This design comes from an exercise in tuning for small area, a short achievable clock period and few clock cycles on the open sky130 flow, not from production work.
Where RTL was checked, it was by simulation tests only, not by an equivalence proof against the original.
No functional check of the RTL was part of run 5.
Power and IR drop assume default switching activity.

### design.v
module dec9 (
    input  wire       clk,
    input  wire       rst,
    input  wire       req_valid,
    output wire       req_ready,
    input  wire [7:0] req_p,
    input  wire [7:0] req_s,
    input  wire       in_valid,
    output wire       in_ready,
    input  wire [7:0] in_data,
    output wire       out_valid,
    input  wire       out_ready,
    output wire [7:0] out_char,
    output wire       out_last,
    output wire [3:0] out_fault,
    output wire [1:0] out_status,
    output wire       out_sign,
    output wire [6:0] out_intg,
    output wire [6:0] out_frac,
    output wire [3:0] out_len
);
    localparam [3:0] F_NONE        = 4'd0;
    localparam [3:0] F_BADNUMBER   = 4'd1;
    localparam [3:0] F_BADPARAM    = 4'd3;
    localparam [3:0] F_EMPTYDIGITS = 4'd7;
    localparam [3:0] F_GROUPRANGE  = 4'd8;
    localparam [1:0] ST_OK        = 2'd0;
    localparam [1:0] ST_TRUNCATED = 2'd1;
    localparam [1:0] ST_OVERFLOW  = 2'd2;
    localparam [31:0] GMAX = 32'd999999999;
    localparam [3:0] DEPTH = 4'd8;
    localparam P_IDLE = 0;
    localparam P_S0   = 1;     
    localparam P_S1   = 2;     
    localparam P_S2   = 3;     
    localparam P_S3   = 4;     
    localparam P_READ = 5;     
    localparam P_S1B  = 6;     
    localparam [2:0] K_IP   = 3'd0;   
    localparam [2:0] K_IF   = 3'd1;   
    localparam [2:0] K_FF   = 3'd2;   
    localparam [2:0] K_FP   = 3'd3;   
    localparam [2:0] K_NONE = 3'd4;   
    localparam [1:0] NX_REC = 2'd0;   
    localparam [1:0] NX_GRP = 2'd1;   
    localparam [1:0] NX_DOT = 2'd2;   
    function [2:0] dig2bytes(input [3:0] d);
        case (d)
            4'd0:    dig2bytes = 3'd0;
            4'd1:    dig2bytes = 3'd1;
            4'd2:    dig2bytes = 3'd1;
            4'd3:    dig2bytes = 3'd2;
            4'd4:    dig2bytes = 3'd2;
            4'd5:    dig2bytes = 3'd3;
            4'd6:    dig2bytes = 3'd3;
            default: dig2bytes = 3'd4;
        endcase
    endfunction
    function [31:0] pow10(input [3:0] k);
        case (k)
            4'd0:    pow10 = 32'd1;
            4'd1:    pow10 = 32'd10;
            4'd2:    pow10 = 32'd100;
            4'd3:    pow10 = 32'd1000;
            4'd4:    pow10 = 32'd10000;
            4'd5:    pow10 = 32'd100000;
            4'd6:    pow10 = 32'd1000000;
            4'd7:    pow10 = 32'd10000000;
            4'd8:    pow10 = 32'd100000000;
            default: pow10 = 32'd1000000000;
        endcase
    endfunction
    function [4:0] div9(input [7:0] v);
        reg [13:0] m;
        begin
            m = {6'd0, v} * 14'd57;        
            div9 = m[13:9];
        end
    endfunction
    function [6:0] bcd6(input [5:0] v);
        case (v)
            6'd0: bcd6 = 7'h00;
            6'd1: bcd6 = 7'h01;
            6'd2: bcd6 = 7'h02;
            6'd3: bcd6 = 7'h03;
            6'd4: bcd6 = 7'h04;
            6'd5: bcd6 = 7'h05;
            6'd6: bcd6 = 7'h06;
            6'd7: bcd6 = 7'h07;
            6'd8: bcd6 = 7'h08;
            6'd9: bcd6 = 7'h09;
            6'd10: bcd6 = 7'h10;
            6'd11: bcd6 = 7'h11;
            6'd12: bcd6 = 7'h12;
            6'd13: bcd6 = 7'h13;
            6'd14: bcd6 = 7'h14;
            6'd15: bcd6 = 7'h15;
            6'd16: bcd6 = 7'h16;
            6'd17: bcd6 = 7'h17;
            6'd18: bcd6 = 7'h18;
            6'd19: bcd6 = 7'h19;
            6'd20: bcd6 = 7'h20;
            6'd21: bcd6 = 7'h21;
            6'd22: bcd6 = 7'h22;
            6'd23: bcd6 = 7'h23;
            6'd24: bcd6 = 7'h24;
            6'd25: bcd6 = 7'h25;
            6'd26: bcd6 = 7'h26;
            6'd27: bcd6 = 7'h27;
            6'd28: bcd6 = 7'h28;
            6'd29: bcd6 = 7'h29;
            6'd30: bcd6 = 7'h30;
            6'd31: bcd6 = 7'h31;
            6'd32: bcd6 = 7'h32;
            6'd33: bcd6 = 7'h33;
            6'd34: bcd6 = 7'h34;
            6'd35: bcd6 = 7'h35;
            6'd36: bcd6 = 7'h36;
            6'd37: bcd6 = 7'h37;
            6'd38: bcd6 = 7'h38;
            6'd39: bcd6 = 7'h39;
            6'd40: bcd6 = 7'h40;
            6'd41: bcd6 = 7'h41;
            6'd42: bcd6 = 7'h42;
            6'd43: bcd6 = 7'h43;
            6'd44: bcd6 = 7'h44;
            6'd45: bcd6 = 7'h45;
            6'd46: bcd6 = 7'h46;
            6'd47: bcd6 = 7'h47;
            6'd48: bcd6 = 7'h48;
            6'd49: bcd6 = 7'h49;
            6'd50: bcd6 = 7'h50;
            6'd51: bcd6 = 7'h51;
            6'd52: bcd6 = 7'h52;
            6'd53: bcd6 = 7'h53;
            6'd54: bcd6 = 7'h54;
            6'd55: bcd6 = 7'h55;
            6'd56: bcd6 = 7'h56;
            6'd57: bcd6 = 7'h57;
            6'd58: bcd6 = 7'h58;
            6'd59: bcd6 = 7'h59;
            6'd60: bcd6 = 7'h60;
            6'd61: bcd6 = 7'h61;
            6'd62: bcd6 = 7'h62;
            6'd63: bcd6 = 7'h63;
            default: bcd6 = 7'h00;
        endcase
    endfunction
    function [35:0] dab(input [35:0] b, input bit_in);
        integer i;
        reg [35:0] t;
        begin
            t = b;
            for (i = 0; i < 9; i = i + 1)
                if (b[4*i +: 4] >= 4'd5)
                    t[4*i +: 4] = b[4*i +: 4] + 4'd3;
            dab = {t[34:0], bit_in};
        end
    endfunction
    reg  [29:0] mem [0:7];
    reg  [2:0]  wp;           
    reg  [2:0]  wp_c;         
    reg  [2:0]  rp;           
    reg  [3:0]  used;         
    reg  [3:0]  avail;        
    reg         rq_v;
    reg  [7:0]  p_r, s_r;
    assign req_ready = !rq_v;
    reg  [6:0]  ps;
    reg         bad_r;
    reg         in_rdy;        
    reg         cap_first;     
    reg  [7:0]  p_left;        
    reg  [7:0]  skip_left;     
    reg         n_ip;
    reg  [3:0]  n_if;
    reg  [3:0]  n_ff;
    reg         n_fp;
    reg  [1:0]  fbyte;
    reg  [3:0]  intg0x_r;
    reg  [3:0]  frac0x_r;
    reg         primed;        
    reg         d_fld;         
    reg         d_first;       
    reg         d_last;        
    reg  [1:0]  d_kind;
    reg  [7:0]  d_tb;          
    reg         d_w3;          
    reg         d_abz;         
    reg  [31:0] fr;            
    reg         c_gt, c_eq;    
    reg         c_z;           
    reg         scaling;
    reg         b_v;           
    reg  [7:0]  x;
    reg         bn_r;          
    reg  [1:0]  status_r;
    reg         sign_r;
    reg  [6:0]  intg_r;
    reg  [6:0]  frac_r;
    reg  [3:0]  len_r;
    reg         range_err;
    reg         q_v;
    reg  [3:0]  q_fault;
    reg  [1:0]  q_status;
    reg         q_sign;
    reg  [6:0]  q_intg;
    reg  [6:0]  q_frac;
    reg  [3:0]  q_len;
    wire [7:0]  i0x_w = p_r - {skip_left[4:0], 3'b000} - {3'd0, skip_left[4:0]};
    wire [7:0]  f0x_w = s_r - {p_left[4:0], 3'b000} - {3'd0, p_left[4:0]};
    wire [4:0]  intg0 = skip_left[4:0];
    wire [4:0]  frac0 = p_left[4:0];
    wire [5:0]  intg1 = {1'b0, intg0} + (intg0x_r != 4'd0 ? 6'd1 : 6'd0);
    wire [5:0]  frac1 = {1'b0, frac0} + (frac0x_r != 4'd0 ? 6'd1 : 6'd0);
    wire [7:0]  ls_grp = {1'b0, intg0 + frac0, 2'b00};
    wire [3:0]  ls_lft = {1'b0, dig2bytes(intg0x_r)} + {1'b0, dig2bytes(frac0x_r)};
    wire        overflow = intg1 > 6'd9;
    wire        truncate = !overflow && (intg1 + frac1 > 6'd9);
    wire [7:0]  ovf_skip = {5'd0, dig2bytes(intg0x_r)} + {1'b0, intg0 - 5'd9, 2'b00};
    wire [3:0]  trunc_ff = 4'd9 - intg1[3:0];
    wire [7:0]  pl_lsize = fr[7:0] + {4'd0, fr[25:22]};
    wire [7:0]  pl_skip  = fr[15:8];
    wire        pl_ovf   = fr[16];
    wire        pl_trunc = fr[17];
    wire [3:0]  pl_tff   = fr[21:18];
    wire [2:0] kind = n_ip           ? K_IP :
                      (n_if != 4'd0) ? K_IF :
                      (n_ff != 4'd0) ? K_FF :
                      n_fp           ? K_FP : K_NONE;
    wire [2:0] fwidth = (kind == K_IP) ? dig2bytes(intg0x_r) :
                        (kind == K_FP) ? dig2bytes(frac0x_r) : 3'd4;
    wire       field_end = ({1'b0, fbyte} == fwidth - 3'd1);
    wire [31:0] bound = (kind == K_IP) ? pow10(intg0x_r + 4'd1) : pow10(4'd9);
    wire [1:0]  bj    = fwidth[1:0] - 2'd1 - fbyte;     
    wire       adv_b  = b_v;                
    wire       step   = adv_b || (ps[P_READ] && !primed);
    wire       fill       = d_w3 && x[7];
    wire       gt_in      = d_first ? fill : c_gt;
    wire       eq_in      = d_first ? (d_abz && !fill) : c_eq;
    wire       z_in       = d_first || c_z;
    wire       gt_out     = gt_in || (eq_in && (x > d_tb));
    wire       eq_out     = eq_in && (x == d_tb);
    wire       z_out      = z_in && (x == 8'd0);
    wire       fbad       = gt_out || eq_out;
    wire       elide      = (len_r == 4'd0) && z_out && ((d_kind == K_IP[1:0]) || (d_kind == K_IF[1:0]));
    wire [31:0] fval      = {fr[23:0], x};
    wire       f_end      = adv_b && d_fld && d_last && !bn_r;
    wire       b_push     = f_end && !fbad && !elide && (d_kind != K_FP[1:0]);
    wire       sc_push    = scaling && (frac0x_r == 4'd0) && (used != DEPTH);
    wire       push       = b_push || sc_push;
    wire       wr_slot    = f_end || sc_push;
    wire [29:0] wr_data   = scaling ? fr[29:0] : fval[29:0];
    wire       take_byte  = in_valid && in_rdy;
    wire       parse_done = ps[P_READ] && (p_left == 8'd0) && !b_v && !scaling;
    wire [3:0] fin_fault  = bad_r                  ? F_BADPARAM :
                            bn_r                   ? F_BADNUMBER :
                            (len_r == 4'd0)        ? F_EMPTYDIGITS :
                            range_err              ? F_GROUPRANGE : F_NONE;
    wire       finish     = parse_done && !q_v;
    wire       rollback   = finish && (fin_fault != F_NONE);
    wire       commit     = finish && (fin_fault == F_NONE);
    assign in_ready = in_rdy;
    reg         ov, ol, oc5, oc4;    
    reg  [35:0] em;            
    reg  [3:0]  nleft;         
    reg  [3:0]  gleft;         
    reg  [1:0]  nx;
    reg  [3:0]  f_fault;
    reg  [1:0]  f_status;
    reg         f_sign;
    reg  [6:0]  f_intg;
    reg  [6:0]  f_frac;
    reg  [3:0]  f_len;
    reg         c_full;
    reg         c_spec;        
    reg  [3:0]  c_cnt;
    reg  [2:0]  c_nb;          
    reg  [35:0] cbcd;
    wire        c_done = c_full && (c_cnt == 4'd1);
    wire adv       = !ov || out_ready;
    wire unit_more = ov && (nleft != 4'd0);
    wire start_rec = adv && !unit_more && (nx == NX_REC) && q_v;
    wire em_take   = adv && !unit_more && c_done &&
                     ((nx == NX_GRP) || (start_rec && (q_fault == F_NONE) && !q_sign));
    wire c_start   = !c_full && (used != 4'd0) && !((avail == 4'd0) && finish);
    wire c_abort   = rollback && c_full && (c_cnt != 4'd1) && (avail == 4'd0);
    wire pop       = c_full && (c_cnt == 4'd2) && !c_abort;
    assign out_valid  = ov;
    assign out_last   = ol;
    assign out_char   = {2'b00, oc5, oc4, em[35:32]};
    assign out_fault  = f_fault;
    assign out_status = f_status;
    assign out_sign   = f_sign;
    assign out_intg   = f_intg;
    assign out_frac   = f_frac;
    assign out_len    = f_len;
    wire [3:0] used_inc = used + 4'd1;
    wire [3:0] used_dec = used - 4'd1;
    wire [3:0] used_rb  = used - len_r;
    wire [3:0] used_rbd = used - len_r - 4'd1;
    wire [3:0] used_n = rollback ? (c_spec ? 4'd0 : (pop ? used_rbd : used_rb)) :
                        (push && !pop) ? used_inc :
                        (pop && !push) ? used_dec : used;
    always @(posedge clk) begin
        if (wr_slot)
            mem[wp] <= wr_data;
    end
    always @(posedge clk) begin
        if (rst) begin
            wp    <= 3'd0;
            wp_c  <= 3'd0;
            rp    <= 3'd0;
            used  <= 4'd0;
            avail <= 4'd0;
        end else begin
            if (rollback)
                wp <= wp_c;
            else if (push)
                wp <= wp + 3'd1;
            if (commit)
                wp_c <= wp;
            if (rollback && c_spec)
                rp <= wp_c;
            else if (pop)
                rp <= rp + 3'd1;
            used <= used_n;
            if (commit)
                avail <= used - (pop ? 4'd1 : 4'd0);
            else if (pop && avail != 4'd0)
                avail <= avail - 4'd1;
        end
    end
    wire rd_n     = ps[P_S3] || (ps[P_READ] && !finish);
    wire pl_nz_n  = ps[P_S3] ? !bad_r :
                    take_byte ? (p_left != 8'd1) : (p_left != 8'd0);
    wire push_est = adv_b && d_fld && d_last && (d_kind != K_FP[1:0]);
    wire room_n   = ({1'b0, used} + {4'd0, push_est} + {4'd0, take_byte}) <= {1'b0, DEPTH - 4'd1};
    wire drain    = ps[P_READ] && primed &&
                    (bn_r || ((kind == K_NONE) && (b_v || take_byte || !d_fld)));
    always @(posedge clk) begin
        if (rst) begin
            ps      <= 7'd1 << P_IDLE;
            rq_v    <= 1'b0;
            in_rdy  <= 1'b0;
            b_v     <= 1'b0;
            scaling <= 1'b0;
            q_v     <= 1'b0;
        end else begin
            in_rdy <= rd_n && pl_nz_n && (room_n || drain);
            b_v    <= take_byte;
            if (req_valid && !rq_v)
                rq_v <= 1'b1;
            if (ps[P_S1B])
                rq_v <= 1'b0;
            if (start_rec)
                q_v <= 1'b0;
            if (finish)
                q_v <= 1'b1;
            if (ps[P_IDLE] && rq_v) begin
                ps[P_IDLE] <= 1'b0;
                ps[P_S0]   <= 1'b1;
            end
            if (ps[P_S0]) begin
                ps[P_S0] <= 1'b0;
                ps[P_S1] <= 1'b1;
            end
            if (ps[P_S1]) begin
                ps[P_S1]  <= 1'b0;
                ps[P_S1B] <= 1'b1;
            end
            if (ps[P_S1B]) begin
                ps[P_S1B] <= 1'b0;
                ps[P_S2]  <= 1'b1;
            end
            if (ps[P_S2]) begin
                ps[P_S2] <= 1'b0;
                ps[P_S3] <= 1'b1;
            end
            if (ps[P_S3]) begin
                ps[P_S3]   <= 1'b0;
                ps[P_READ] <= 1'b1;
            end
            if (scaling) begin
                if (frac0x_r == 4'd0 && used != DEPTH)
                    scaling <= 1'b0;
            end else if (adv_b && d_fld && d_last && !bn_r && !fbad && d_kind == K_FP[1:0]) begin
                scaling <= 1'b1;
            end
            if (finish) begin
                ps[P_READ] <= 1'b0;
                ps[P_S0]   <= rq_v;
                ps[P_IDLE] <= !rq_v;
            end
        end
    end
    always @(posedge clk) begin
        if (req_valid && !rq_v) begin
            p_r <= req_p;
            s_r <= req_s;
        end
        if (take_byte) begin
            x         <= in_data ^ {cap_first, 7'd0} ^ {8{cap_first ? ~in_data[7] : sign_r}};
            p_left    <= p_left - 8'd1;
            cap_first <= 1'b0;
            if (cap_first)
                sign_r <= ~in_data[7];
        end
        if (step) begin
            primed  <= 1'b1;
            d_fld   <= (skip_left == 8'd0) && (kind != K_NONE);
            d_first <= (fbyte == 2'd0);
            d_last  <= field_end;
            d_kind  <= kind[1:0];
            d_tb    <= bound[{bj, 3'b000} +: 8];
            d_w3    <= (fwidth == 3'd3);
            d_abz   <= (fwidth == 3'd4) || ((bound >> {fwidth[1:0], 3'b000}) == 32'd0);
            if (skip_left != 8'd0) begin
                skip_left <= skip_left - 8'd1;
            end else if (kind != K_NONE) begin
                if (field_end) begin
                    fbyte <= 2'd0;
                    case (kind)
                        K_IP: n_ip <= 1'b0;
                        K_IF: n_if <= n_if - 4'd1;
                        K_FF: n_ff <= n_ff - 4'd1;
                        default: n_fp <= 1'b0;
                    endcase
                end else begin
                    fbyte <= fbyte + 2'd1;
                end
            end
        end
        if (ps[P_S0]) begin
            bad_r <= (p_r == 8'd0) || (s_r > p_r);
            p_r   <= p_r - s_r;
        end
        if (ps[P_S1]) begin
            skip_left <= {3'd0, div9(p_r)};
            p_left    <= {3'd0, div9(s_r)};
            intg_r    <= p_r[6:0];
            frac_r    <= s_r[6:0];
            bn_r      <= 1'b0;
            len_r     <= 4'd0;
            range_err <= 1'b0;
            cap_first <= 1'b1;
            primed    <= 1'b0;
            fbyte     <= 2'd0;
            fr        <= 32'd0;
        end
        if (ps[P_S1B]) begin
            intg0x_r <= i0x_w[3:0];
            frac0x_r <= f0x_w[3:0];
        end
        if (ps[P_S2]) begin
            fr <= {6'd0, ls_lft, trunc_ff, truncate, overflow, ovf_skip, ls_grp};
        end
        if (ps[P_S3]) begin
            fr <= 32'd0;
            if (bad_r) begin
                p_left    <= 8'd0;
                skip_left <= 8'd0;
                n_ip      <= 1'b0;
                n_if      <= 4'd0;
                n_ff      <= 4'd0;
                n_fp      <= 1'b0;
            end else begin
                p_left <= pl_lsize;
                if (pl_ovf) begin
                    skip_left <= pl_skip;
                    n_ip      <= 1'b0;
                    n_if      <= 4'd9;
                    n_ff      <= 4'd0;
                    n_fp      <= 1'b0;
                    intg0x_r  <= 4'd0;
                    frac0x_r  <= 4'd0;
                    status_r  <= ST_OVERFLOW;
                    intg_r    <= 7'd81;
                    frac_r    <= 7'd0;
                end else if (pl_trunc) begin
                    skip_left <= 8'd0;
                    n_ip      <= (intg0x_r != 4'd0);
                    n_if      <= intg0[3:0];
                    n_ff      <= pl_tff;
                    n_fp      <= 1'b0;
                    frac0x_r  <= 4'd0;
                    status_r  <= ST_TRUNCATED;
                    frac_r    <= {pl_tff, 3'b000} + {3'd0, pl_tff};
                end else begin
                    skip_left <= 8'd0;
                    n_ip      <= (intg0x_r != 4'd0);
                    n_if      <= intg0[3:0];
                    n_ff      <= frac0[3:0];
                    n_fp      <= (frac0x_r != 4'd0);
                    status_r  <= ST_OK;
                end
            end
        end
        if (ps[P_READ]) begin
            if (scaling) begin
                if (frac0x_r != 4'd0) begin
                    fr       <= {fr[28:0], 3'b000} + {fr[30:0], 1'b0};
                    frac0x_r <= frac0x_r - 4'd1;
                end else if (used != DEPTH) begin
                    len_r <= len_r + 4'd1;
                    if (fr > GMAX)
                        range_err <= 1'b1;
                end
            end else if (adv_b && d_fld) begin
                c_gt <= gt_out;
                c_eq <= eq_out;
                c_z  <= z_out;
                if (d_last) begin
                    fr <= 32'd0;
                    if (!bn_r) begin
                        if (fbad) begin
                            bn_r <= 1'b1;
                        end else if (d_kind == K_FP[1:0]) begin
                            fr   <= fval;
                            frac0x_r <= 4'd9 - frac0x_r;    
                        end else if (elide) begin
                            intg_r <= intg_r - ((d_kind == K_IP[1:0]) ? {3'd0, intg0x_r} : 7'd9);
                        end else begin
                            len_r <= len_r + 4'd1;
                        end
                    end
                end else begin
                    fr <= fval;
                end
            end
        end
        if (finish) begin
            q_fault  <= fin_fault;
            q_status <= status_r;
            q_sign   <= sign_r;
            q_intg   <= intg_r;
            q_frac   <= frac_r;
            q_len    <= len_r;
        end
    end
    wire [29:0] rd = mem[rp];
    wire [35:0] c0 = {29'd0, bcd6(rd[29:24])};
    wire [35:0] c3 = dab(dab(dab(cbcd, c_nb[2]), c_nb[1]), c_nb[0]);
    reg  [2:0]  nb_next;
    always @(*) begin
        case (c_cnt[2:0])
            3'd0:    nb_next = rd[20:18];       
            3'd7:    nb_next = rd[17:15];
            3'd6:    nb_next = rd[14:12];
            3'd5:    nb_next = rd[11:9];
            3'd4:    nb_next = rd[8:6];
            3'd3:    nb_next = rd[5:3];
            default: nb_next = rd[2:0];         
        endcase
    end
    always @(posedge clk) begin
        if (rst) begin
            c_full <= 1'b0;
            c_spec <= 1'b0;
        end else begin
            if ((rollback && c_spec) || c_abort) begin
                c_full <= 1'b0;
                c_spec <= 1'b0;
            end else if (c_start) begin
                c_full <= 1'b1;
                c_spec <= 1'b0;
            end else begin
                if (em_take)
                    c_full <= 1'b0;
                if (pop)
                    c_spec <= (avail == 4'd0) && !commit;
                else if (commit)
                    c_spec <= 1'b0;
            end
        end
    end
    always @(posedge clk) begin
        if (c_start) begin
            c_cnt <= 4'd8;
            cbcd  <= c0;
            c_nb  <= rd[23:21];
        end else if (c_full && c_cnt != 4'd1) begin
            cbcd  <= c3;
            c_nb  <= nb_next;
            c_cnt <= c_cnt - 4'd1;
        end
    end
    always @(posedge clk) begin
        if (rst) begin
            ov <= 1'b0;
            ol <= 1'b0;
            nx <= NX_REC;
            nleft <= 4'd0;
        end else if (adv) begin
            if (unit_more) begin
                nleft <= nleft - 4'd1;
                ol    <= (nleft == 4'd1) && (gleft == 4'd0);
            end else begin
                case (nx)
                NX_GRP: begin
                    ov <= c_done;
                    if (c_done) begin
                        ol    <= 1'b0;
                        nleft <= 4'd8;
                        nx    <= (gleft == 4'd1) ? NX_REC : NX_DOT;
                    end
                end
                NX_DOT: begin
                    ov    <= 1'b1;
                    ol    <= 1'b0;
                    nleft <= 4'd0;
                    nx    <= NX_GRP;
                end
                default: begin
                    ol <= 1'b0;
                    ov <= 1'b0;
                    if (q_v) begin
                        nleft <= 4'd0;
                        if (q_fault != F_NONE) begin
                            ov <= 1'b1;
                            ol <= 1'b1;
                        end else if (q_sign) begin
                            ov <= 1'b1;
                            nx <= NX_GRP;
                        end else begin
                            ov <= c_done;
                            nx <= NX_GRP;
                            if (c_done) begin
                                nleft <= 4'd8;
                                nx    <= (q_len == 4'd1) ? NX_REC : NX_DOT;
                            end
                        end
                    end
                end
                endcase
            end
        end
    end
    always @(posedge clk) begin
        if (adv) begin
            if (unit_more) begin
                em  <= {em[31:0], em[3:0]};
                oc4 <= 1'b1;
            end else begin
                case (nx)
                NX_GRP: begin
                    if (c_done) begin
                        em    <= c3;
                        oc5   <= 1'b1;
                        oc4   <= 1'b1;
                        gleft <= gleft - 4'd1;
                    end
                end
                NX_DOT: begin
                    em[35:32] <= 4'hE;
                    oc5 <= 1'b1;
                    oc4 <= 1'b0;
                end
                default: begin
                    if (q_v) begin
                        f_fault  <= q_fault;
                        f_status <= q_status;
                        f_sign   <= q_sign;
                        f_intg   <= q_intg;
                        f_frac   <= q_frac;
                        f_len    <= q_len;
                        if (q_fault != F_NONE) begin
                            em[35:32] <= 4'h0;
                            oc5 <= 1'b0;
                            oc4 <= 1'b0;
                        end else if (q_sign) begin
                            em[35:32] <= 4'hD;
                            oc5   <= 1'b1;
                            oc4   <= 1'b0;
                            gleft <= q_len;
                        end else if (c_done) begin
                            em    <= c3;
                            oc5   <= 1'b1;
                            oc4   <= 1'b1;
                            gleft <= q_len - 4'd1;
                        end else begin
                            gleft <= q_len;
                        end
                    end
                end
                endcase
            end
        end
    end
endmodule
### flow/run.sh
#!/bin/bash
# The standard layout (the standard.sh: ORFS synthesis to finish), with
# the port buffers made of buf_2 cells in place of the default pick, and
# ORFS's timing repair aiming past the clock period (slack margin).
set -euo pipefail
export BUFFER_PORTS_ARGS="-buffer_cell sky130_fd_sc_hd__buf_2"
export SETUP_SLACK_MARGIN=8.4
bash standard.sh > standard.log 2>&1
### standard.sh
#!/bin/bash
# synth_recipe.tcl (not shown) runs the flow's synth.tcl, then flattens the netlist and writes it again
# the make line also repeats each setting of config.mk as NAME=value (left out here)
make -C /OpenROAD-flow-scripts/flow DESIGN_CONFIG=/design/flow/config.mk WORK_HOME=/design/flow/orfs CLKGATE_MAP_FILE= SYNTH_SCRIPT=/design/flow/synth_recipe.tcl "${@:-finish}"
### config.mk
export PLATFORM = sky130hd
export DESIGN_NAME = dec9
export DESIGN_NICKNAME = dec9
export VERILOG_FILES = /design/flow/design.v
export SDC_FILE = /design/flow/constraint.sdc
export NUM_CORES = 4
export LEC_CHECK = 0
export CAP_MARGIN = 20
export CORE_MARGIN = 2
export CORE_UTILIZATION = 65
export CTS_BUF_LIST = sky130_fd_sc_hd__clkbuf_8 sky130_fd_sc_hd__clkbuf_16
export CTS_CLUSTER_DIAMETER = 100
export CTS_CLUSTER_SIZE = 22
export SLEW_MARGIN = 20
### constraint.sdc
create_clock -name core_clock -period 12.0 [get_ports {clk}]
set_input_delay 2.4000 -clock core_clock [delete_from_list [all_inputs] [get_ports {clk}]]
set_output_delay 2.4000 -clock core_clock [all_outputs]
set_load 0.01 [all_outputs]
==> run summary, run 1 <==
EDFF count, synth 415; crit share post-route 0.302; Worst Tran Pin Value 1230 ps; port bufs 63; post-synth top area cell edfxtp_1; outcome complete, no violations; die area 50,800 um2; Core Util, Final 0.709; post-route DRC violation count 0; pins over their slew limit 0; CP cell instances buf_2; top cell type's share of synthesized area 0.391; CP max-delay cell edfxtp_1; Total Wirelength 80.7 mm; Leak Pwr 13.0 nW; Hold Buf Count CTS 0; Core ar. 48,600 um2; largest net degree at the start of global routing 58; ratio of cells with drive above 1 in the final layout 0.155; Fin Setup TNS 0 ps; CTS tree yes; Initial Util 0.655; Startpoint Class flop; fmax 0.276 GHz; clock latency on the worst-skew pair 620 ps; Main synth FF type edfxtp_1; Adder-Cell Fraction of Synth Area 0.116; clock buffer depth 3; Worst Hold Class flop to flop; Worst Path Class, Setup flop to primary output; Worst Path Arrival 1220 ps; clk root buf clkbuf_16; P per Cell Area 169 nW/um2; Die Ht 225 um; CTS Sinks 553; clock-pin transition on the worst setup and hold timing paths 90 ps; DRT antenna net count 0; Mapped Cells 2,825; vias per std cell 6.40; critical path fanouts, max 2; Hold Slack 427 ps; vias in the first global route 22,471; die width 225 um; Area contributors post-synth edfxtp_1 (39%), ha_1 (9.5%), dfxtp_1 (8.7%); Final Hold Fails 0; CP peak stage delay 450 ps; total track usage 0.317; Pre-Repair DR Iteration Count 5; synthesis-to-finish area growth 8.31%; FFs w/ async S/R, synth 0; Cell Area, Synth 31,800 um2; Worst slew margin 0.174; Worst Path Required 9600 ps; most common cell in the synthesized netlist edfxtp_1; CTS buffer count 29; gpl congestion 0.965; via count 22,619; Yosys warnings 1; Final min period 3620 ps; Crit. End Element primary output; RSZ-0062 raised after global routing yes; first-pass GRT wire length 125 mm; Syn Area/Cell 11.3 um2; row cnt 81; post-synthesis compound-gate area fraction 0.125; Congestion Overflow GR 0; register bit total from synthesis 553; main combinational cell family by area after synthesis compound AO/OA/AOI/OAI gates; DP HPWL 56.6 mm; mux cell area share after synthesis 0.0918; drt wl/cell 22.8 um; initial antenna violation count 1; count of cell types in the netlist 93; io pins 66; commonest cells in the netlist edfxtp_1 (415), ha_1 (243), nand2_1 (208); reg2reg setup slack 8450 ps; Simple-Gate Fraction of Synth Area 0.107; sequential element share of the synthesized area 0.478; Top Family by Delay on Critical Path flip-flops; clk_skew 28.8 ps; Synth Area in XOR/XNOR 0.0436; max_cap viols 0; Nets 3,193; Overall Power 5.83 mW; Final setup viols 0; Worst Path Buf+Inv 1; H-tree Lvls 1; initial drt markers 2,102; maximum vdd drop 0.139 mV
## registers in the layout (all words and copies together) (netlist names), 32 cells and up, named ones only
signal and flops:
mem 240, em 36, cbcd 36, fr 32
## cells in the final DEF, fill, tap and decap left out, types with 30 or more instances in the layout
master     count
buf_4         78
buf_2         63
nor2b_1       38
a21oi_1      149
inv_1        189
edfxtp_1     415
nor2_1       187
mux4_2        65
mux2i_1       64
nor3_1        52
nand3_1       43
xor2_1        38
mux2_2        63
a211oi_1      30
clkbuf_16     30
nand2b_1      40
nand2_1      205
a21o_1        31
ha_1         232
fa_1          32
xnor2_1      106
o21ai_0      172
dfxtp_1      124
## layout make-up
| cell class | instances | area, um2 |
|---|---|---|
| Clock buffer | 29 | 726 |
| Sequential cell | 553 | 15200 |
| Multi-Input combinational cell | 1978 | 15900 |
| Fill cell | 3492 | 14200 |
| Timing Repair Buffer | 149 | 1020 |
| Antenna cell | 2 | 5.00 |
| Inverter | 177 | 671 |
| Tap cell | 622 | 778 |
| Clock inverter | 25 | 113 |
## kinds of logic after synthesis
family | Yosys count
multiplexers | 201
buffers and inverters | 295
adder cells (fa/ha/maj) | 276
AO/OA/AOI/OAI | 630
XOR/XNOR | 157
AND/OR/NAND/NOR | 712
flip-flops | 553
other | 1
## routing by layer
layer	wire, um	vias to the layer above	part of all wire	track usage
met4	2310	2	0.029	0.0991
met2	39400	795	0.49	0.542
li1	-	10469	-	-
met5	15	-	0.00019	0
met1	33900	11185	0.42	0.424
met3	5120	168	0.063	0.0416
## metrics by stage
step,setup WS (ps),cell area [um2],instances
after detailed placement,7770,32700,3418
after global placement,7890,32700,3418
after floorplan,8410,31900,2826
final,8380,34500,3535
after global routing,8310,34500,3533
after CTS,8360,33900,3501
## power by group
group	total [mW]	switching [mW]	internal [mW]	leakage, nW
Clock	1.06	0.618	0.445	0.488
Sequential	2.36	0.180	2.18	4.81
Combinational	2.41	1.39	1.02	7.69
Total	5.83	2.19	3.64	13.0
## repair_timing
item,CTS,global route
pin swaps,6,40
setup buffers,29,30
setup endpoints to repair,60,76
gates resized for setup,32,87
gates cloned,0,1
## final timing paths
path	from	endpoint	depth (start not counted)
worst max-delay path	em[34]$_DFFE_PP_	out_char[2]	1
worst min-delay path	status_r[1]$_SDFFCE_PP1P_	q_status[1]$_DFFE_PP_	0
worst max register to register	s_r[2]$_DFFE_PP_	p_left[4]$_DFFE_PP_	12
worst min register to register	status_r[1]$_SDFFCE_PP1P_	q_status[1]$_DFFE_PP_	0
Testbench counts, summed over its fixed seeds: cycles 91,325.
==> inputs of run 2 (changes only) <==
--- a/config.mk
+++ b/config.mk
@@ -8,7 +8,6 @@
 export CAP_MARGIN = 20
 export CORE_MARGIN = 2
 export CORE_UTILIZATION = 65
-export CTS_BUF_LIST = sky130_fd_sc_hd__clkbuf_8 sky130_fd_sc_hd__clkbuf_16
 export CTS_CLUSTER_DIAMETER = 100
 export CTS_CLUSTER_SIZE = 22
 export SLEW_MARGIN = 20
==> run 2 against run 1 <==
First-iteration DRC count down 2.1%; via count shrank 0.12%; clock skew shrank 6.4 ps; count of clock-buffer cells in the layout up 21; core utilization about the same; setup slack worse by 2.6 ps; clock power barely moved; flip-flop and latch count is the same; register-to-register slack lost 30 ps; hold slack gained 0.55 ps; largest cell class unchanged.
==> run summary, run 2 <==
CP max-delay cell edfxtp_1 (unchanged); initial antenna violation count 1 (unchanged); clk root buf clkbuf_16 (unchanged); FFs w/ async S/R, synth 0 (unchanged); outcome complete, no violations (unchanged); Syn Area/Cell 11.3 um2 (unchanged); Initial Util 0.655 (unchanged); maximum vdd drop 0.141 mV (was 0.139 mV); fmax 0.276 GHz (about the same); H-tree Lvls 1 (unchanged); pins over their slew limit 0 (unchanged); crit share post-route 0.302 (about the same); Worst slew margin 0.186 (was 0.174); max reg flops 240 (unchanged); max_cap viols 0 (unchanged); Worst Hold Class flop to flop (unchanged); biggest regs mem (240), cbcd (36), em (36) (unchanged); post-synth top area cell edfxtp_1 (unchanged); Fin Setup TNS 0 ps (unchanged); RSZ-0062 raised after global routing yes (unchanged); register bit total from synthesis 553 (unchanged); critical path fanouts, max 2 (unchanged); synthesis-to-finish area growth 8.26% (was 8.31%); first-pass GRT wire length 125 mm (about the same); clock buffer depth 3 (unchanged); commonest cells in the netlist edfxtp_1 (415), ha_1 (243), nand2_1 (208) (unchanged); CTS buffer count 29 (unchanged); Top Family by Delay on Critical Path flip-flops (unchanged); Worst Path Buf+Inv 1 (unchanged); Startpoint Class flop (unchanged); sequential element share of the synthesized area 0.478 (unchanged); clk_skew 22.3 ps (was 28.8 ps); CTS tree yes (unchanged); Die Ht 225 um (unchanged); commonest cells after routing, fill and taps aside edfxtp_1 (415), ha_1 (233), nand2_1 (205) (was edfxtp_1 (415), ha_1 (232), nand2_1 (205)); row cnt 81 (unchanged); most common cell after layout, fill and taps aside edfxtp_1 (unchanged); Final setup viols 0 (unchanged); Area contributors post-synth edfxtp_1 (39%), ha_1 (9.5%), dfxtp_1 (8.7%) (unchanged); Mapped Cells 2,825 (unchanged); post-route DRC violation count 0 (unchanged); vias per std cell 6.39 (was 6.40); EDFF count, synth 415 (unchanged); Leak Pwr 12.9 nW (was 13.0 nW); Hold Buf Count CTS 0 (unchanged); Worst Path Class, Setup flop to primary output (unchanged); register with the most flip-flops mem (unchanged); Final min period 3620 ps (about the same); Total Wirelength 80.6 mm (was 80.7 mm); Worst Path Arrival 1220 ps (about the same); initial drt markers 2,057 (was 2,102); Core ar. 48,600 um2 (unchanged); gpl congestion 0.965 (unchanged); Worst Tran Pin Value 1210 ps (was 1230 ps); Crit. End Element primary output (unchanged); Cell Area, Synth 31,800 um2 (unchanged); Worst Path Required 9600 ps (about the same); Pre-Repair DR Iteration Count 5 (unchanged); die width 225 um (unchanged); Yosys warnings 1 (unchanged); via count 22,591 (was 22,619); placed cell count 3,418 (unchanged); die area 50,800 um2 (unchanged); Main synth FF type edfxtp_1 (unchanged); CTS Sinks 553 (unchanged); fin cells 3,534 (was 3,535); Hold Slack 428 ps (was 427 ps); clock latency on the worst-skew pair 620 ps (about the same); CP peak stage delay 450 ps (about the same); DRT antenna net count 0 (unchanged); CP cell instances buf_2 (unchanged); port bufs 63 (unchanged); drt wl/cell 22.8 um (about the same); top cell type's share of synthesized area 0.391 (unchanged); most common cell in the synthesized netlist edfxtp_1 (unchanged); Congestion Overflow GR 0 (unchanged); count of cell types in the netlist 93 (unchanged); DP HPWL 56.6 mm (unchanged); largest net degree at the start of global routing 58 (unchanged); clock-pin transition on the worst setup and hold timing paths 100 ps (was 90 ps); Nets 3,192 (was 3,193); io pins 66 (unchanged); P per Cell Area 169 nW/um2 (about the same); ratio of cells with drive above 1 in the final layout 0.154 (was 0.155); vias in the first global route 22,462 (was 22,471); Final Hold Fails 0 (unchanged); total track usage 0.317 (about the same)
[run 2: cell counts after synthesis]
Identical to the previous run, type by type.
[run 2: power by group]
group | switching, mW | internal [mW]
clock network | 0.613 | 0.463
registers | 0.180 | 2.18
logic | 1.39 | 1.02
total | 2.18 | 3.66
[run 2: final cells by class]
cell class / count / area (um2)
Clock buffer: 50 / 805
Timing Repair Buffer: 148 / 1010
Inverter: 177 / 671
Tap cell: 622 / 778
Antenna cell: 2 / 5.00
Clock inverter: 4 / 33.8
Fill cell: 3496 / 14200
Multi-Input combinational cell: 1978 / 15900
Sequential cell: 553 / 15200
[run 2: worst paths after layout]
check	startpoint	endpoint	slack (ps)	cells after the start
setup / recovery	em[34]$_DFFE_PP_	out_char[2]	8380	1
hold / removal	status_r[1]$_SDFFCE_PP1P_	q_status[1]$_DFFE_PP_	430	0
setup reg to reg	s_r[2]$_DFFE_PP_	p_left[4]$_DFFE_PP_	8420	12
hold reg to reg	status_r[1]$_SDFFCE_PP1P_	q_status[1]$_DFFE_PP_	430	0
[run 2: logic make-up after synthesis]
| kind of cell | after synthesis | synth area share |
|---|---|---|
| compound gates | 630 | 0.125 |
| xor+xnor | 157 | 0.0436 |
| fa+ha+maj | 276 | 0.116 |
| buf+inv | 295 | 0.0377 |
| flops | 553 | 0.478 |
| mux | 201 | 0.0918 |
| other cells | 1 | 0.000118 |
| simple gates | 712 | 0.107 |
[run 2: repair_timing]
| action | CTS | global route |
|---|---|---|
| gates cloned | 0 | 1 |
| pin swaps | 6 | 37 |
| endpoints found under the setup margin | 60 | 75 |
| setup buffers | 28 | 30 |
| resized for setup | 32 | 85 |
[run 2: metrics by stage]
step	worst slack, ps	area [um2]	util	total power [mW]
6_report	8380	34500	0.709	5.84
5_1_grt	8290	34500	0.709	6.19
4_1_cts	8360	33900	0.696	5.67
3_5_place_dp	7770	32700	0.672	4.57
3_3_place_gp	7890	32700	0.672	4.47
2_1_floorplan	8410	31900	-	4.00
[run 2: layer usage]
layer  GRT usage  share of wire  up-vias
met1       0.424           0.41    11149
met5           0        0.00022        -
met4      0.0991          0.029        2
li1            -              -    10466
met3      0.0416          0.065      179
met2       0.542           0.49      795
==> inputs of run 3 (changes only) <==
--- a/config.mk
+++ b/config.mk
@@ -8,6 +8,6 @@
 export CAP_MARGIN = 20
 export CORE_MARGIN = 2
 export CORE_UTILIZATION = 65
-export CTS_CLUSTER_DIAMETER = 100
-export CTS_CLUSTER_SIZE = 22
+export CTS_CLUSTER_DIAMETER = 120
+export CTS_CLUSTER_SIZE = 26
 export SLEW_MARGIN = 20
==> run 3 against run 2 <==
Still clean; wire length is 0.63% lower; clock power down 7%; sequential share of layout area grew 0.15 points; sequential power about the same; hold slack improved by 11 ps; global-route usage is 0.067 points lower; highest routed layer unchanged.
==> run summary, run 3 <==
io pins 66 (unchanged); CP max-delay cell edfxtp_1 (unchanged); most common cell after layout, fill and taps aside edfxtp_1 (unchanged); register bit total from synthesis 553 (unchanged); row cnt 81 (unchanged); Worst Tran Pin Value 1160 ps (was 1210 ps); Worst Hold Class flop to flop (unchanged); wire length on met3 4.77 mm (was 5.28 mm); register with the most flip-flops mem (unchanged); sw power 2.17 mW (was 2.18 mW); gpl congestion 0.965 (unchanged); RSZ-0062 raised after global routing yes (unchanged); via count 22,562 (was 22,591); first-pass GRT wire length 125 mm (about the same); Top Family by Delay on Critical Path flip-flops (unchanged); Core Util, Final 0.706 (was 0.709); max layer used met5 (unchanged); port bufs 63 (unchanged); commonest cells in the netlist edfxtp_1 (415), ha_1 (243), nand2_1 (208) (unchanged); synthesis-to-finish area growth 7.89% (was 8.26%); largest net degree at the start of global routing 58 (unchanged); clk root buf clkbuf_16 (unchanged); fmax 0.277 GHz (was 0.276 GHz); Reg power frac 0.409 (was 0.404); CP cell instances buf_2 (unchanged); fin cells 3,519 (was 3,534); CP peak stage delay 450 ps (about the same); Cell Area, Synth 31,800 um2 (unchanged); ratio of cells with drive above 1 in the final layout 0.153 (was 0.154); CTS buffer count 25 (was 29); clock buffer depth 3 (unchanged); clock-pin transition on the worst setup and hold timing paths 110 ps (was 100 ps); initial drt markers 2,059 (was 2,057); Power Internal 3.61 mW (was 3.66 mW); drt wl/cell 22.8 um (about the same); Area contributors post-synth edfxtp_1 (39%), ha_1 (9.5%), dfxtp_1 (8.7%) (unchanged); dpl cell area 32,700 um2 (unchanged); vias in the first global route 22,480 (was 22,462); Total Wirelength 80.1 mm (was 80.6 mm); Mapped Cells 2,825 (unchanged); top cell type's share of synthesized area 0.391 (unchanged); max reg flops 240 (unchanged); Initial Util 0.655 (unchanged); Switching Share 0.376 (was 0.373); critical path fanouts, max 2 (unchanged); die area 50,800 um2 (unchanged); count of cell types in the netlist 93 (unchanged); Fin Setup TNS 0 ps (unchanged); biggest regs mem (240), cbcd (36), em (36) (unchanged); H-tree Lvls 1 (unchanged); Logic pwr share 0.418 (was 0.411); Clk pwr share 0.174 (was 0.184); filler instances 3,491 (was 3,496); die width 225 um (unchanged); Congestion Overflow GR 0 (unchanged); Final min period 3610 ps (was 3620 ps); Core ar. 48,600 um2 (unchanged); Crit. End Element primary output (unchanged); DP HPWL 56.6 mm (unchanged); placed cell count 3,418 (unchanged); Final setup viols 0 (unchanged); Leak Pwr 12.8 nW (was 12.9 nW); vias per std cell 6.41 (was 6.39); Syn Area/Cell 11.3 um2 (unchanged); Worst slew margin 0.221 (was 0.186); Nets 3,182 (was 3,192); Final Hold Fails 0 (unchanged); post-route design area 34,400 um2 (was 34,500 um2); maximum vdd drop 0.140 mV (was 0.141 mV); DRT antenna net count 0 (unchanged); pins over their slew limit 0 (unchanged); Die Ht 225 um (unchanged); commonest cells after routing, fill and taps aside edfxtp_1 (415), ha_1 (230), nand2_1 (205) (was edfxtp_1 (415), ha_1 (233), nand2_1 (205)); Worst Path Class, Setup flop to primary output (unchanged); Main synth FF type edfxtp_1 (unchanged); Worst Path Buf+Inv 1 (unchanged); clock latency on the worst-skew pair 600 ps (was 620 ps); Routed met2 length 39.1 mm (was 39.6 mm); sequential element share of the synthesized area 0.478 (unchanged); most common cell in the synthesized netlist edfxtp_1 (unchanged); wire length on met1 33.6 mm (was 33.3 mm); post-synth top area cell edfxtp_1 (unchanged); CTS tree yes (unchanged); initial antenna violation count 2 (was 1); Worst Path Arrival 1210 ps (was 1220 ps); Yosys warnings 1 (unchanged); EDFF count, synth 415 (unchanged); P per Cell Area 168 nW/um2 (was 169 nW/um2); clk_skew 38.6 ps (was 22.3 ps); post-route DRC violation count 0 (unchanged); FFs w/ async S/R, synth 0 (unchanged); Pre-Repair DR Iteration Count 7 (was 5); crit share post-route 0.301 (was 0.302); CTS Sinks 553 (unchanged); max_cap viols 0 (unchanged); Startpoint Class flop (unchanged); outcome complete, no violations (unchanged); Worst Path Required 9600 ps (about the same); total track usage 0.317 (about the same)
==> run 3: cell counts after synthesis <==
Identical to the previous run, type by type.
==> run 3: power groups by stage <==
| stage | Clock (mW) | Sequential [mW] | Combinational, mW |
|---|---|---|---|
| 3_5_place_dp | 0 | 2.39 | 2.18 |
| 5_1_grt | 1.08 | 2.38 | 2.68 |
| 3_3_place_gp | 0 | 2.39 | 2.08 |
| 4_1_cts | 1.02 | 2.35 | 2.24 |
| 2_1_floorplan | 0 | 2.30 | 1.70 |
| 6_report | 1.00 | 2.36 | 2.41 |
==> run 3: worst register-to-register path, delay by kind of cell, from the launching register on <==
kind / cells / cell delay, ps
simple gates: 2 / 180
flops: 1 / 500
compound gates: 3 / 510
buf+inv: 2 / 310
fa+ha+maj: 4 / 1530
xor+xnor: 1 / 270
==> run 3: timing repair <==
item | in CTS | in global routing
endpoints found under the setup margin | 59 | 75
pin swaps | 6 | 39
cloned | 1 | 0
hold buffers | 0 | 0
gates resized for setup | 32 | 90
buffers inserted | 28 | 24
==> run 3: area by class of cell <==
| class | instances | area (um2) | area share |
|---|---|---|---|
| clock inverters | 2 | 28.8 | 0.000838 |
| clock buffers | 44 | 697 | 0.0203 |
| repair buffers | 142 | 981 | 0.0285 |
| well taps | 622 | 778 | 0.0227 |
| inverters | 177 | 671 | 0.0195 |
| flip-flops and latches | 553 | 15200 | 0.444 |
| diodes | 1 | 2.50 | 0.0000728 |
| multi-input cells | 1978 | 16000 | 0.464 |
==> run 3: through the flow <==
step                total power, mW  worst slack (ps)  hold WS (ps)
floorplan                      4.00              8410           400
global placement               4.47              7890           411
detailed placement             4.57              7770           419
CTS                            5.60              8360           436
global route                   6.13              8310           459
finish                         5.78              8390           438
==> run 3: final timing paths <==
check                            startpoint                      to  slack [ps]  cells past startpoint
setup / recovery           em[33]$_DFFE_PP_             out_char[1]        8390                      1
hold / removal    status_r[1]$_SDFFCE_PP1P_   q_status[1]$_DFFE_PP_         440                      0
setup reg to reg           p_r[3]$_DFFE_PP_  skip_left[1]$_DFFE_PP_        8440                     12
hold reg to reg   status_r[1]$_SDFFCE_PP1P_   q_status[1]$_DFFE_PP_         440                      0
==> run 3: logic make-up after synthesis <==
logic type                 synth area share
adders and majority gates             0.116
other                              0.000118
xor gates and xnor gates             0.0436
DFF                                   0.478
buffers and inverters                0.0377
and+or+nand+nor                       0.107
muxes                                0.0918
AOI/OAI and AO/OA                     0.125
==> run 3: per-layer routing <==
| metal | GRT usage | vias up |
|---|---|---|
| met5 | 0 | - |
| met3 | 0.0392 | 183 |
| li1 | - | 10455 |
| met1 | 0.425 | 11186 |
| met2 | 0.540 | 736 |
| met4 | 0.0987 | 2 |
==> inputs of run 4 (changes only) <==
==> flow/run.sh (replaced) <==
#!/bin/bash
# The standard layout (the standard.sh: ORFS synthesis to finish), with
# the port buffers made of buf_4 cells in place of the default pick, and
# ORFS's timing repair aiming past the clock period (slack margin).
set -euo pipefail
export BUFFER_PORTS_ARGS="-buffer_cell sky130_fd_sc_hd__buf_4"
export SETUP_SLACK_MARGIN=8.4
bash standard.sh > standard.log 2>&1
--- a/config.mk
+++ b/config.mk
@@ -8,6 +8,6 @@
 export CAP_MARGIN = 20
 export CORE_MARGIN = 2
 export CORE_UTILIZATION = 65
-export CTS_CLUSTER_DIAMETER = 120
-export CTS_CLUSTER_SIZE = 26
+export CTS_CLUSTER_DIAMETER = 100
+export CTS_CLUSTER_SIZE = 22
 export SLEW_MARGIN = 20
==> run 4 against run 3 <==
Synthesized cell count did not move; still clean; sequential power barely moved; cell count rose by 0.26%; count of clock-buffer cells in the layout rose by 7; fmax fell by 0.17%; highest routed layer is now met4.
==> run summary, run 4 <==
Leak Pwr 12.9 nW (was 12.8 nW); ratio of cells with drive above 1 in the final layout 0.152 (was 0.153); dpl cell area 32,800 um2 (was 32,700 um2); fmax 0.276 GHz (was 0.277 GHz); Fin Setup TNS 0 ps (unchanged); CTS buffer count 29 (was 25); H-tree Lvls 1 (unchanged); Power Internal 3.68 mW (was 3.61 mW); clk_skew 26.5 ps (was 38.6 ps); Simple-Gate Fraction of Synth Area 0.107 (unchanged); post-route design area 34,700 um2 (was 34,400 um2); Crit Reg-Reg Endpoint skip_left[1]$_DFFE_PP_ (unchanged); commonest cells in the netlist edfxtp_1 (415), ha_1 (243), nand2_1 (208) (unchanged); Startpoint Class flop (unchanged); register bit total from synthesis 553 (unchanged); row cnt 81 (unchanged); Adder-Cell Fraction of Synth Area 0.116 (unchanged); Syn Area/Cell 11.3 um2 (unchanged); Yosys warnings 1 (unchanged); pins over their slew limit 0 (unchanged); post-route DRC violation count 0 (unchanged); main combinational cell family by area after synthesis compound AO/OA/AOI/OAI gates (unchanged); Core Util, Final 0.713 (was 0.706); initial antenna violation count 0 (was 2); CP max-delay cell edfxtp_1 (unchanged); die area 50,800 um2 (unchanged); CTS tree yes (unchanged); Worst Path Required 9600 ps (about the same); FFs w/ async S/R, synth 0 (unchanged); Synth Area in XOR/XNOR 0.0436 (unchanged); critical path fanouts, max 2 (unchanged); Total Wirelength 79.2 mm (was 80.1 mm); Worst slew margin 0.275 (was 0.221); via count 22,599 (was 22,562); vias in the first global route 21,912 (was 22,480); Worst Path Buf+Inv 1 (unchanged); count of cell types in the netlist 93 (unchanged); CP cell instances buf_6 (was buf_2); Clk pwr share 0.182 (was 0.174); Top Family by Delay on Critical Path flip-flops (unchanged); Final setup viols 0 (unchanged); Crit. End Element primary output (unchanged); filler instances 3,419 (was 3,491); post-synth top area cell edfxtp_1 (unchanged); Worst Tran Pin Value 1080 ps (was 1160 ps); commonest cells after routing, fill and taps aside edfxtp_1 (415), ha_1 (228), nand2_1 (205) (was edfxtp_1 (415), ha_1 (230), nand2_1 (205)); Core ar. 48,600 um2 (unchanged); ANT cells 0 (was 1); sw power 2.20 mW (was 2.17 mW); Final Hold Fails 0 (unchanged); reg2reg setup slack 8460 ps (was 8440 ps); max reg flops 240 (unchanged); mux cell area share after synthesis 0.0918 (unchanged); Congestion Overflow GR 0 (unchanged); Die Ht 225 um (unchanged); Worst Hold Class flop to flop (unchanged); most common cell after layout, fill and taps aside edfxtp_1 (unchanged); CP peak stage delay 460 ps (was 450 ps); Worst Path Class, Setup flop to primary output (unchanged); initial drt markers 2,025 (was 2,059); depth of the most critical reg-to-reg path 14 (was 12); RSZ-0062 raised after global routing yes (unchanged); DP HPWL 56.0 mm (was 56.6 mm); Reg power frac 0.400 (was 0.409); EDFF count, synth 415 (unchanged); Logic pwr share 0.418 (about the same); Final min period 3620 ps (was 3610 ps); Hold Slack 424 ps (was 438 ps); max_cap viols 0 (unchanged); Pre-Repair DR Iteration Count 6 (was 7); Worst Path Arrival 1220 ps (was 1210 ps); biggest regs mem (240), cbcd (36), em (36) (unchanged); Initial Util 0.655 (unchanged); die width 225 um (unchanged); met3 usage 0.0318 (was 0.0392); clk root buf clkbuf_16 (unchanged); sequential element share of the synthesized area 0.478 (unchanged); Area contributors post-synth edfxtp_1 (39%), ha_1 (9.5%), dfxtp_1 (8.7%) (unchanged); DRT antenna net count 0 (unchanged); first-pass GRT wire length 122 mm (was 125 mm); top cell type's share of synthesized area 0.391 (unchanged); GR Util met1 0.421 (was 0.425); Mapped Cells 2,825 (unchanged); Critical path origin em[33]$_DFFE_PP_ (unchanged); most common cell in the synthesized netlist edfxtp_1 (unchanged); maximum vdd drop 0.177 mV (was 0.140 mV); CP endpoint out_char[1] (unchanged); Nets 3,188 (was 3,182); clock latency on the worst-skew pair 620 ps (was 600 ps); vias per std cell 6.41 (about the same); io pins 66 (unchanged); Cell Area, Synth 31,800 um2 (unchanged); gpl congestion 1.01 (was 0.965); outcome complete, no violations (unchanged); total track usage 0.310 (was 0.317); register with the most flip-flops mem (unchanged); Main synth FF type edfxtp_1 (unchanged); crit share post-route 0.302 (was 0.301); Hold Buf Count CTS 0 (unchanged); P per Cell Area 170 nW/um2 (was 168 nW/um2); clock-pin transition on the worst setup and hold timing paths 90 ps (was 110 ps); clock buffer depth 3 (unchanged); drt wl/cell 22.5 um (was 22.8 um); post-synthesis compound-gate area fraction 0.125 (unchanged); critical path depth in cells 1 (unchanged); reg2reg start p_r[2]$_DFFE_PP_ (was p_r[3]$_DFFE_PP_); Switching Share 0.374 (was 0.376); met2 usage 0.522 (was 0.540); largest net degree at the start of global routing 58 (unchanged); Most Crowded Layer GR met2 (unchanged); CTS Sinks 553 (unchanged); synthesis-to-finish area growth 8.91% (was 7.89%); port bufs 63 (unchanged)
run 4: cell counts after synthesis:
No cell type changed its count.
run 4: metal layers:
metal / wire (um) / vias to the layer above
li1: - / 10488
met4: 2690 / 0
met1: 32700 / 11144
met5: 0 / -
met2: 38700 / 816
met3: 5200 / 151
run 4: worst min path at each step:
stage | from | endpoint | slack, ps | cells past startpoint
finish | q_intg[3]$_DFFE_PP_ | f_intg[3]$_DFFE_PP_ | 420 | 0
global route | q_intg[3]$_DFFE_PP_ | f_intg[3]$_DFFE_PP_ | 430 | 0
CTS | q_intg[3]$_DFFE_PP_ | f_intg[3]$_DFFE_PP_ | 420 | 0
detailed placement | q_frac[3]$_DFFE_PP_ | f_frac[3]$_DFFE_PP_ | 400 | 0
global placement | q_frac[1]$_DFFE_PP_ | f_frac[1]$_DFFE_PP_ | 400 | 0
floorplan | q_frac[0]$_DFFE_PP_ | f_frac[0]$_DFFE_PP_ | 400 | 0
run 4: cell type report:
class,count,area (um2),share of cell area
Clock inverter,3,40.0,0.00115
Timing Repair inverter,1,7.51,0.000216
Sequential cell,553,15200,0.440
Clock buffer,51,808,0.0233
Multi-Input combinational cell,1978,16000,0.460
Tap cell,622,778,0.0224
Timing Repair Buffer,143,1170,0.0337
Inverter,177,678,0.0196
run 4: through the flow:
step	std cells	setup slack [ps]	power, mW
3_3_place_gp	3415	8110	4.49
4_1_cts	3491	8330	5.69
5_1_grt	3528	8310	6.23
3_5_place_dp	3415	8030	4.58
2_1_floorplan	2826	8410	4.00
6_report	3528	8380	5.89
run 4: power by group through the flow:
stage          Combinational, mW  Clock (mW)  Sequential, mW
4_1_cts                     2.26        1.09            2.34
3_5_place_dp                2.20           0            2.38
5_1_grt                     2.71        1.15            2.36
6_report                    2.46        1.07            2.35
3_3_place_gp                2.11           0            2.38
2_1_floorplan               1.70           0            2.30
run 4: kinds of logic (layout without fill, tap and decap cells):
| group | after synthesis | count (layout) |
|---|---|---|
| and+or+nand+nor | 712 | 712 |
| DFF | 553 | 553 |
| buffers and inverters | 295 | 375 |
| xor gates and xnor gates | 157 | 157 |
| other | 1 | 2 |
| muxes | 201 | 201 |
| adders and majority gates | 276 | 276 |
| AOI/OAI and AO/OA | 630 | 630 |
run 4: what timing repair did:
item	CTS	global route
setup buffers	21	35
setup endpoints to repair	117	79
cloned	1	0
pin swaps	6	57
resized for setup	33	101
endpoints found under the hold margin	0	0
==> inputs of run 5 (changes only) <==
--- a/design.v
+++ b/design.v
@@ -262,6 +262,7 @@
     wire       commit     = finish && (fin_fault == F_NONE);
     assign in_ready = in_rdy;
     reg         ov, ol, oc5, oc4;    
+    reg  [3:0]  onib;          
     reg  [35:0] em;            
     reg  [3:0]  nleft;         
     reg  [3:0]  gleft;         
@@ -288,7 +289,7 @@
     wire pop       = c_full && (c_cnt == 4'd2) && !c_abort;
     assign out_valid  = ov;
     assign out_last   = ol;
-    assign out_char   = {2'b00, oc5, oc4, em[35:32]};
+    assign out_char   = {2'b00, oc5, oc4, onib};
     assign out_fault  = f_fault;
     assign out_status = f_status;
     assign out_sign   = f_sign;
@@ -639,22 +640,24 @@
     always @(posedge clk) begin
         if (adv) begin
             if (unit_more) begin
-                em  <= {em[31:0], em[3:0]};
-                oc4 <= 1'b1;
+                onib <= em[35:32];
+                em   <= {em[31:0], em[3:0]};
+                oc4  <= 1'b1;
             end else begin
                 case (nx)
                 NX_GRP: begin
                     if (c_done) begin
-                        em    <= c3;
+                        onib  <= c3[35:32];
+                        em    <= {c3[31:0], 4'd0};
                         oc5   <= 1'b1;
                         oc4   <= 1'b1;
                         gleft <= gleft - 4'd1;
                     end
                 end
                 NX_DOT: begin
-                    em[35:32] <= 4'hE;
-                    oc5 <= 1'b1;
-                    oc4 <= 1'b0;
+                    onib <= 4'hE;
+                    oc5  <= 1'b1;
+                    oc4  <= 1'b0;
                 end
                 default: begin
                     if (q_v) begin
@@ -665,16 +668,17 @@
                         f_frac   <= q_frac;
                         f_len    <= q_len;
                         if (q_fault != F_NONE) begin
-                            em[35:32] <= 4'h0;
-                            oc5 <= 1'b0;
-                            oc4 <= 1'b0;
+                            onib <= 4'h0;
+                            oc5  <= 1'b0;
+                            oc4  <= 1'b0;
                         end else if (q_sign) begin
-                            em[35:32] <= 4'hD;
+                            onib  <= 4'hD;
                             oc5   <= 1'b1;
                             oc4   <= 1'b0;
                             gleft <= q_len;
                         end else if (c_done) begin
-                            em    <= c3;
+                            onib  <= c3[35:32];
+                            em    <= {c3[31:0], 4'd0};
                             oc5   <= 1'b1;
                             oc4   <= 1'b1;
                             gleft <= q_len - 4'd1;
==> flow/run.sh (replaced) <==
#!/bin/bash
# The standard layout (the standard.sh: ORFS synthesis to finish), with
# the port buffers made of buf_2 cells in place of the default pick, and
# ORFS's timing repair aiming past the clock period (slack margin).
set -euo pipefail
export BUFFER_PORTS_ARGS="-buffer_cell sky130_fd_sc_hd__buf_2"
export SETUP_SLACK_MARGIN=8.4
bash standard.sh > standard.log 2>&1
==> run 5 against run 4 <==
Still clean; flip-flop and latch count stayed put; setup slack better by 2.8 ps; power is 16% higher; fmax hardly changed; global-route usage is 0.47 points higher; core utilization is 0.22 points higher; cell count is 2.3% higher; register-to-register slack worse by 30 ps; area after synthesis is 1.1% higher; critical path depth stayed put; critical endpoint is now out_char[0]; highest routed layer unchanged.
==> run summary, run 5 <==
Most Crowded Layer GR met2 (unchanged); Final Hold Fails 0 (unchanged); max reg flops 240 (unchanged); P per Cell Area 195 nW/um2 (was 170 nW/um2); CP max-delay cell edfxtp_1 (unchanged); placed cell count 3,505 (was 3,415); clock buffer depth 3 (unchanged); Critical path origin onib[0]$_DFFE_PP_ (was em[33]$_DFFE_PP_); H-tree Lvls 1 (unchanged); final worst slack 8380 ps (about the same); clock-pin transition on the worst setup and hold timing paths 100 ps (was 90 ps); io pins 66 (unchanged); reg2reg start s_r[1]$_DFFE_PP_ (was p_r[2]$_DFFE_PP_); HP Start q_frac[2]$_DFFE_PP_ (was q_intg[3]$_DFFE_PP_); Final min period 3620 ps (about the same); critical path fanouts, max 2 (unchanged); Core Util, Final 0.715 (was 0.713); drt wl/cell 22.5 um (about the same); clk root buf clkbuf_16 (unchanged); commonest cells after routing, fill and taps aside edfxtp_1 (415), ha_1 (234), nand2_1 (208) (was edfxtp_1 (415), ha_1 (228), nand2_1 (205)); CTS tree yes (unchanged); total track usage 0.315 (was 0.310); Worst Path Buf+Inv 1 (unchanged); Worst Path Arrival 1220 ps (about the same); post-route DRC violation count 0 (unchanged); CTS Sinks 553 (unchanged); CP peak stage delay 430 ps (was 460 ps); gpl congestion 0.941 (was 1.01); Area contributors post-synth edfxtp_1 (39%), ha_1 (9.4%), dfxtp_1 (8.6%) (was edfxtp_1 (39%), ha_1 (9.5%), dfxtp_1 (8.7%)); post-synthesis compound-gate area fraction 0.131 (was 0.125); Hold Buf Count CTS 0 (unchanged); DRT antenna net count 0 (unchanged); initial antenna violation count 0 (unchanged); main combinational cell family by area after synthesis compound AO/OA/AOI/OAI gates (unchanged); first-pass GRT wire length 125 mm (was 122 mm); pins over their slew limit 0 (unchanged); largest net degree at the start of global routing 58 (unchanged); RSZ-0062 raised after global routing yes (unchanged); fin cells 3,610 (was 3,528); die width 227 um (was 225 um); EDFF count, synth 415 (unchanged); crit share post-route 0.301 (was 0.302); sequential element share of the synthesized area 0.473 (was 0.478); commonest cells in the netlist edfxtp_1 (415), ha_1 (243), nand2_1 (209) (was edfxtp_1 (415), ha_1 (243), nand2_1 (208)); die area 51,300 um2 (was 50,800 um2); register bit total from synthesis 553 (unchanged); CTS buffer count 29 (unchanged); initial drt markers 2,339 (was 2,025); Initial Util 0.657 (was 0.655); Yosys warnings 1 (unchanged); Worst Path Class, Setup flop to primary output (unchanged); pre-CTS setup slack 7970 ps (was 8030 ps); Worst slew margin 0.231 (was 0.275); fmax 0.277 GHz (was 0.276 GHz); Nets 3,228 (was 3,188); Core ar. 49,000 um2 (was 48,600 um2); Cell Area, Synth 32,200 um2 (was 31,800 um2); met3 usage 0.0367 (was 0.0318); Crit. End Element primary output (unchanged); clk_skew 38.2 ps (was 26.5 ps); Worst Hold Class flop to flop (unchanged); post-synth top area cell edfxtp_1 (unchanged); Leak Pwr 13.1 nW (was 12.9 nW); Mapped Cells 2,877 (was 2,825); Die Ht 227 um (was 225 um); ANT cells 0 (unchanged); via count 23,227 (was 22,599); Synth Area in XOR/XNOR 0.0411 (was 0.0436); vias per std cell 6.43 (was 6.41); filler instances 3,511 (was 3,419); Top Family by Delay on Critical Path flip-flops (unchanged); Pre-Repair DR Iteration Count 7 (was 6); Syn Area/Cell 11.2 um2 (was 11.3 um2); met2 usage 0.527 (was 0.522); max_cap viols 0 (unchanged); Simple-Gate Fraction of Synth Area 0.111 (was 0.107); FFs w/ async S/R, synth 0 (unchanged); register with the most flip-flops mem (unchanged); Main synth FF type edfxtp_1 (unchanged); mux cell area share after synthesis 0.0917 (was 0.0918); Final setup viols 0 (unchanged); most common cell after layout, fill and taps aside edfxtp_1 (unchanged); most common cell in the synthesized netlist edfxtp_1 (unchanged); vias in the first global route 22,583 (was 21,912); Congestion Overflow GR 0 (unchanged); maximum vdd drop 0.150 mV (was 0.177 mV); row cnt 81 (unchanged); Adder-Cell Fraction of Synth Area 0.115 (was 0.116); Worst Path Required 9600 ps (about the same); Fin Setup TNS 0 ps (unchanged); ratio of cells with drive above 1 in the final layout 0.153 (was 0.152); top cell type's share of synthesized area 0.387 (was 0.391); clock latency on the worst-skew pair 640 ps (was 620 ps); outcome complete, no violations (unchanged); Total Wirelength 81.4 mm (was 79.2 mm); Startpoint Class flop (unchanged); synthesis-to-finish area growth 8.78% (was 8.91%); CP cell instances buf_2 (was buf_6); GR Util met1 0.436 (was 0.421); DP HPWL 57.0 mm (was 56.0 mm); biggest regs mem (240), cbcd (36) (was mem (240), cbcd (36), em (36)); Worst Tran Pin Value 1150 ps (was 1080 ps); port bufs 63 (unchanged); Overall Power 6.84 mW (was 5.89 mW); count of cell types in the netlist 91 (was 93)
run 5: changes by cell type after synthesis, moves of 8 or more:
cell	before	now
a21o_1	32	41
a21oi_1	167	159
a221o_1	11	3
clkbuf_1	71	98
nand3_1	44	70
nor2_1	196	179
nor3b_1	25	33
o21a_1	30	14
o21ai_0	180	161
o21ai_1	7	17
o31ai_1	9	17
xnor2_1	117	109
run 5: logic make-up after synthesis:
| group | count (synthesis) |
|---|---|
| flops | 553 |
| mux | 205 |
| compound gates | 654 |
| simple gates | 728 |
| buf+inv | 309 |
| xor+xnor | 150 |
| other cells | 1 |
| fa+ha+maj | 277 |
run 5: path summary, 6_finish.rpt:
kind	cells after the start	slack, ps	to
setup / recovery	1	8380	out_char[0]
hold / removal	0	420	f_frac[2]$_DFFE_PP_
setup reg to reg	14	8430	p_left[4]$_DFFE_PP_
hold reg to reg	0	420	f_frac[2]$_DFFE_PP_
run 5: cell type report:
cell class                 instances  area (um2)  area share
clock buffer                      51         830      0.0237
clock inverter                     3        40.0     0.00114
inverter                         182         691      0.0197
multi-input combinational       2016       16400       0.467
sequential                       553       15300       0.436
tap                              664         831      0.0237
timing repair buffer             141         998      0.0285
run 5: power breakdown:
part / leakage (nW) / internal (mW) / switching (mW) / total (mW)
combinational: 7.74 / 1.42 / 1.88 / 3.30
clock: 0.413 / 0.477 / 0.621 / 1.10
sequential: 4.95 / 2.24 / 0.209 / 2.44
run 5: routing by layer:
layer | up-vias | part of all wire
met4 | 0 | 0.027
met5 | - | 0
met3 | 148 | 0.068
li1 | 10712 | -
met2 | 898 | 0.48
met1 | 11469 | 0.42
run 5: metrics by stage:
step           hold WS [ps]  instance area [um2]
6_report                423                35000
4_1_cts                 425                34400
2_1_floorplan           400                32200
3_3_place_gp            405                33200
3_5_place_dp            405                33200
5_1_grt                 428                35000
run 5: repair_timing:
item / 4_1_cts / 5_1_grt
pin swaps: 7 / 40
endpoints found under the setup margin: 48 / 76
endpoints found under the hold margin: 0 / 0
setup buffers: 24 / 22
gates resized for setup: 36 / 88

-- static timing again, ports no longer ideal --
No port has a modelled driver above. Below, the same layouts with a new extraction and two added sets of constraints. Step 1, drivers: a clkbuf_16 drives clk and a buf_2 each remaining input, both assumed. Step 2 adds t to the input delays and takes it off the output delays; t is the mean of the earliest and latest rising clock arrival at the registers after step 1. Input paths then give back, and output paths get back, about the clock's delay inside the block. Slacks: no drivers / after step 1 / after step 2; pairs: no drivers / after step 1.
| run | t (ns) | slack for setup (ns) | worst setup path at the end |
|---|---|---|---|
| run 1 | 0.671 | 8.378 / 8.317 / 7.992 | input to register |
| run 2 | 0.669 | 8.376 / 8.314 / 8.027 | input to register |
| run 3 | 0.647 | 8.387 / 8.326 / 8.018 | input to register |
| run 4 | 0.670 | 8.381 / 8.320 / 8.066 | input to register |
| run 5 | 0.679 | 8.384 / 8.324 / 8.083 | input to register |
After both steps every run listed still meets setup and hold. The setup slack of run 1, which loses most, moves by -0.061 ns with the drivers and by -0.386 ns with both steps.
